From an optimization exercise on the open Yosys and OpenROAD flow, aimed at small area; shortcuts taken in it are not production practice.
The RTL was checked by simulation tests, not by an equivalence proof against the original design.

==> branch amber <==
## ftbc
module ftbc (
    input  wire        clk,
    input  wire        rst,           
    input  wire        bus_en,
    input  wire        bus_we,
    input  wire [1:0]  bus_size,      
    input  wire [12:0] bus_addr,      
    input  wire [31:0] bus_wdata,
    output reg  [31:0] bus_rdata,
    output reg         bus_berr,
    output wire        tx_valid,
    output wire [7:0]  tx_data,
    input  wire [2:0]  tx_resp,
    output wire        rx_rd,
    input  wire [2:0]  rx_resp,
    input  wire [7:0]  rx_data,
    input  wire        tick,
    output wire        irq
);
clock: 15.0 ns
lec_check: 0
cap_margin: 20
core_margin: 2
core_utilization: 45
cts_buf_list: sky130_fd_sc_hd__clkbuf_8
cts_cluster_diameter: 60
cts_cluster_size: 16
place_density: 0.55
slew_margin: 20
synth_hierarchical: 1
run.sh (not shown) runs the stock make flow with config.mk's settings and CLKGATE_MAP_FILE= SYNTH_SCRIPT=/design/flow/synth_recipe.tcl, a recipe that flattens the netlist after the stock synthesis.
==> branch juniper: changes against branch amber <==
==> flow/flow/run.sh (new file) <==
#!/bin/bash
# Layout flow: the standard ORFS flow, with
#  - synthesis: the standard flow's script, but ABC maps with an area-oriented script (flow/area.abc);
#    registers, passes and flattening are the standard synthesis's
#  - port buffers: sky130_fd_sc_hd__buf_1 on every input and output port
#  - CTS: clkbuf_8 tree without dummy loads
# Each tool's output is in orfs/logs/; make's output is in standard.log.
set -euo pipefail
HERE=$(pwd)
ABC_SCRIPT="$HERE/flow/area.abc"
{
  head -1 synth_recipe.tcl
  cat <<EOT
proc abc {args} {
  set i [lsearch -exact \$args -script]
  if {\$i >= 0} { lset args [expr {\$i + 1}] {$ABC_SCRIPT} }
  yosys abc {*}\$args
}
EOT
  tail -n +2 synth_recipe.tcl
} > synth_area.tcl

bash standard.sh \
  SYNTH_SCRIPT="$HERE/synth_area.tcl" \
  "BUFFER_PORTS_ARGS=-buffer_cell sky130_fd_sc_hd__buf_1" \
  "CTS_ARGS=-sink_clustering_enable -repair_clock_nets -dont_use_dummy_load -buf_list sky130_fd_sc_hd__clkbuf_8 -sink_clustering_size 16 -sink_clustering_max_diameter 60" \
  finish > standard.log 2>&1
==> flow/flow/area.abc (new file) <==
&get -n
&st
&deepsyn -T 20
&dch -f
&nf -a -R 1000
&put
==> flow/standard.sh (new file) <==
#!/bin/bash
# synth_recipe.tcl (not shown) runs the flow's synth.tcl, then flattens the netlist and writes it again
# the make line also repeats each setting of config.mk as NAME=value (left out here)
make -C /OpenROAD-flow-scripts/flow DESIGN_CONFIG=/design/flow/config.mk WORK_HOME=/design/flow/orfs CLKGATE_MAP_FILE= SYNTH_SCRIPT=/design/flow/synth_recipe.tcl "${@:-finish}"
==> flow/config.mk (replaced) <==
export PLATFORM = sky130hd
export DESIGN_NAME = ftbc
export DESIGN_NICKNAME = ftbc
export VERILOG_FILES = /design/flow/design.v
export SDC_FILE = /design/flow/constraint.sdc
export NUM_CORES = 4
export LEC_CHECK = 0
export CAP_MARGIN = 20
export CORE_MARGIN = 2
export CORE_UTILIZATION = 60
export PLACE_DENSITY = 0.7
export SLEW_MARGIN = 20
export SYNTH_HIERARCHICAL = 1
removed: flow/run.sh
==> qor summary <==
Largest stage delay on the critical path: branch juniper 660 ps; branch amber 850 ps
Clock tree buffer count of the final layout: branch juniper 41; branch amber 47
Share of cells above drive strength 1: branch juniper 0.0455; branch amber 0.0801
Number of fill cells: branch juniper 2,815; branch amber 5,034
Master of the slowest instance on the critical path: branch juniper sky130_fd_sc_hd__dfxtp_1; branch amber sky130_fd_sc_hd__a222oi_1
Final Wtd Congestion: branch juniper 1.04; branch amber 1.02
Number of standard cells in the final layout excluding fillers: branch juniper 2,666; branch amber 3,111
Maximum number of pins on one net before global-route repair: branch juniper 66; branch amber 67
Cell area after synthesis: branch juniper 0.0231 mm^2; branch amber 0.0253 mm^2
Wire length on met1: branch juniper 32,500 um; branch amber 41,700 um
Std cell rows: branch juniper 71; branch amber 86
CP max FO: branch juniper 45; branch amber 15
Finished layout cell area: branch juniper 0.0251 mm^2; branch amber 0.0279 mm^2
Total routing resource utilization after global routing: branch juniper 0.454; branch amber 0.363
Detailed-route via count: branch juniper 20,267; branch amber 21,318
Status: branch juniper complete, no violations; branch amber complete, no violations
Initial antenna violation count: branch juniper 3; branch amber 8
Worst Reg2Reg Path Length in Cells: branch juniper 30; branch amber 21

* * *

==> run a <==
Starting RTL as in the previous note.
==> flow/config.mk <==
export PLATFORM = sky130hd
export DESIGN_NAME = ftbc
export DESIGN_NICKNAME = ftbc
export VERILOG_FILES = /design/flow/design.v
export SDC_FILE = /design/flow/constraint.sdc
export NUM_CORES = 4
export LEC_CHECK = 0
export CAP_MARGIN = 10
export CORE_MARGIN = 2
export CORE_UTILIZATION = 40
export PLACE_DENSITY = 0.5
export SLEW_MARGIN = 10
export SYNTH_HIERARCHICAL = 1
==> flow/constraint.sdc <==
create_clock -name core_clock -period 15.0 [get_ports {clk}]
set_input_delay 3.0000 -clock core_clock [delete_from_list [all_inputs] [get_ports {clk}]]
set_output_delay 3.0000 -clock core_clock [all_outputs]
set_load 0.01 [all_outputs]
standard.sh (not shown) runs the stock make flow with config.mk's settings and CLKGATE_MAP_FILE= SYNTH_SCRIPT=/design/flow/synth_recipe.tcl, a recipe that flattens the netlist after the stock synthesis.
==> flow/flow/run.sh <==
#!/bin/bash
# Layout flow: the standard ORFS flow, with
#  - synthesis: the standard flow's script, but ABC maps with an area-oriented script (flow/area.abc);
#    registers, passes and flattening are the standard synthesis's
#  - port buffers: sky130_fd_sc_hd__buf_1 on every input and output port
#  - CTS: clkbuf_8 tree without dummy loads
# Each tool's output is in orfs/logs/; make's output is in standard.log.
set -euo pipefail
HERE=$(pwd)
ABC_SCRIPT="$HERE/flow/area.abc"
{
  head -1 synth_recipe.tcl
  cat <<EOT
proc abc {args} {
  set i [lsearch -exact \$args -script]
  if {\$i >= 0} { lset args [expr {\$i + 1}] {$ABC_SCRIPT} }
  yosys abc {*}\$args
}
EOT
  tail -n +2 synth_recipe.tcl
} > synth_area.tcl

bash standard.sh \
  SYNTH_SCRIPT="$HERE/synth_area.tcl" \
  "BUFFER_PORTS_ARGS=-buffer_cell sky130_fd_sc_hd__buf_1" \
  "CTS_ARGS=-sink_clustering_enable -repair_clock_nets -dont_use_dummy_load -buf_list sky130_fd_sc_hd__clkbuf_8 -sink_clustering_size 16 -sink_clustering_max_diameter 60" \
  finish > standard.log 2>&1
==> flow/flow/area.abc <==
&get -n
&st
&deepsyn -T 20
&dch -f
&nf -a -R 1000
&put
==> run b (differences from run a) <==
--- a/flow/flow/run.sh
+++ b/flow/flow/run.sh
@@ -2,4 +2,5 @@
 # Layout flow: the standard ORFS flow, with
-#  - synthesis: the standard flow's script, but ABC maps with an area-oriented script (flow/area.abc);
-#    registers, passes and flattening are the standard synthesis's
+#  - synthesis: the standard flow's script, but ABC maps with an area-oriented script (flow/area.abc)
+#    and adders are left to ABC (no ADDER_MAP_FILE); registers, passes and
+#    flattening are the standard synthesis's
 #  - port buffers: sky130_fd_sc_hd__buf_1 on every input and output port
@@ -24,2 +25,3 @@
   SYNTH_SCRIPT="$HERE/synth_area.tcl" \
+  ADDER_MAP_FILE= \
   "BUFFER_PORTS_ARGS=-buffer_cell sky130_fd_sc_hd__buf_1" \
--- a/flow/config.mk
+++ b/flow/config.mk
@@ -7,7 +7,7 @@
 export LEC_CHECK = 0
-export CAP_MARGIN = 10
+export CAP_MARGIN = 20
 export CORE_MARGIN = 2
-export CORE_UTILIZATION = 40
-export PLACE_DENSITY = 0.5
-export SLEW_MARGIN = 10
+export CORE_UTILIZATION = 60
+export PLACE_DENSITY = 0.7
+export SLEW_MARGIN = 20
 export SYNTH_HIERARCHICAL = 1
==> key figures <==
Die
  – Die boundary width: 244.4 µm
  – Die Area: 59740 µm²

Global route
  – Antenna violations before repair: 3

Critical path
  – Largest incremental delay on the critical path: approximately 0.7 ns
  – Stages on the worst setup path: 33

CTS
  – Clock transition time at the flip-flop clock pins of the worst setup and hold paths: ~0.080 ns

Status
  – Result of the run: timing/DRC/antenna clean

Route
  – Number of vias per cell after detailed routing: 6.817

Timing
  – Max-slew headroom at the worst pin: 0.1705
  – Top achievable clock speed: roughly 83 MHz

Yosys
  – Share of the synthesized area in the top cell type: 0.5182

Placed design
  – Post-Place Worst Slack: 3.874 ns
Source of the figures above: run a

==> key figures <==
Global route
  – Antenna violations before repair: 4
  – M3 GR Usage: 0.2203

Timing
  – Max-slew headroom at the worst pin: 0.2110

Critical path
  – Stages on the worst setup path: 30
  – Largest incremental delay on the critical path: 0.92 ns
  – Kind of capture point of the worst setup path: primary output
  – Type of origin of the critical path: flip-flop

Yosys
  – Share of the synthesized area in the top cell type: 0.5222

Status
  – Result of the run: timing/DRC/antenna clean

CTS
  – Number of clock sinks: ~480
  – Clock transition time at the flip-flop clock pins of the worst setup and hold paths: 0.11 ns

Die
  – Die boundary width: about 200 µm

Placed design
  – Post-Place Worst Slack: about 3.1 ns

Route
  – Number of vias per cell after detailed routing: 7.846
Source of the figures above: run b

## what the ideal ports hide
The flow's constraints put no driver on any port. The routed layouts listed below were extracted and timed again, unchanged, in two steps.
Step 1, drivers: a clkbuf_16 drives clk and a buf_2 each remaining input, both assumed.
Step 2 times the ports against the registers' clock, not the clock port: input delays grow and output delays shrink by t, the midpoint of the rising clock arrivals with the driver on.
Three values: ideal, step 1, step 2; two values: the first two.
run | t, ns | setup slack, ns | worst setup path at the end | worst register clock-pin slew, ns | worst data-port slew with drivers (ns)
branch amber | 0.728 | 2.606 / 2.545 / 3.273 | register to output | 0.11 / 0.11 | 0.06
branch juniper | 0.678 | 2.978 / 2.922 / 3.600 | register to output | 0.11 / 0.11 | 0.04
run a | 0.708 | 2.956 / 2.899 / 3.606 | register to output | 0.11 / 0.11 | 0.04
run b | 0.685 | 1.868 / 1.816 / 2.501 | register to output | 0.11 / 0.11 | 0.05
After both steps every run listed still meets setup and hold.
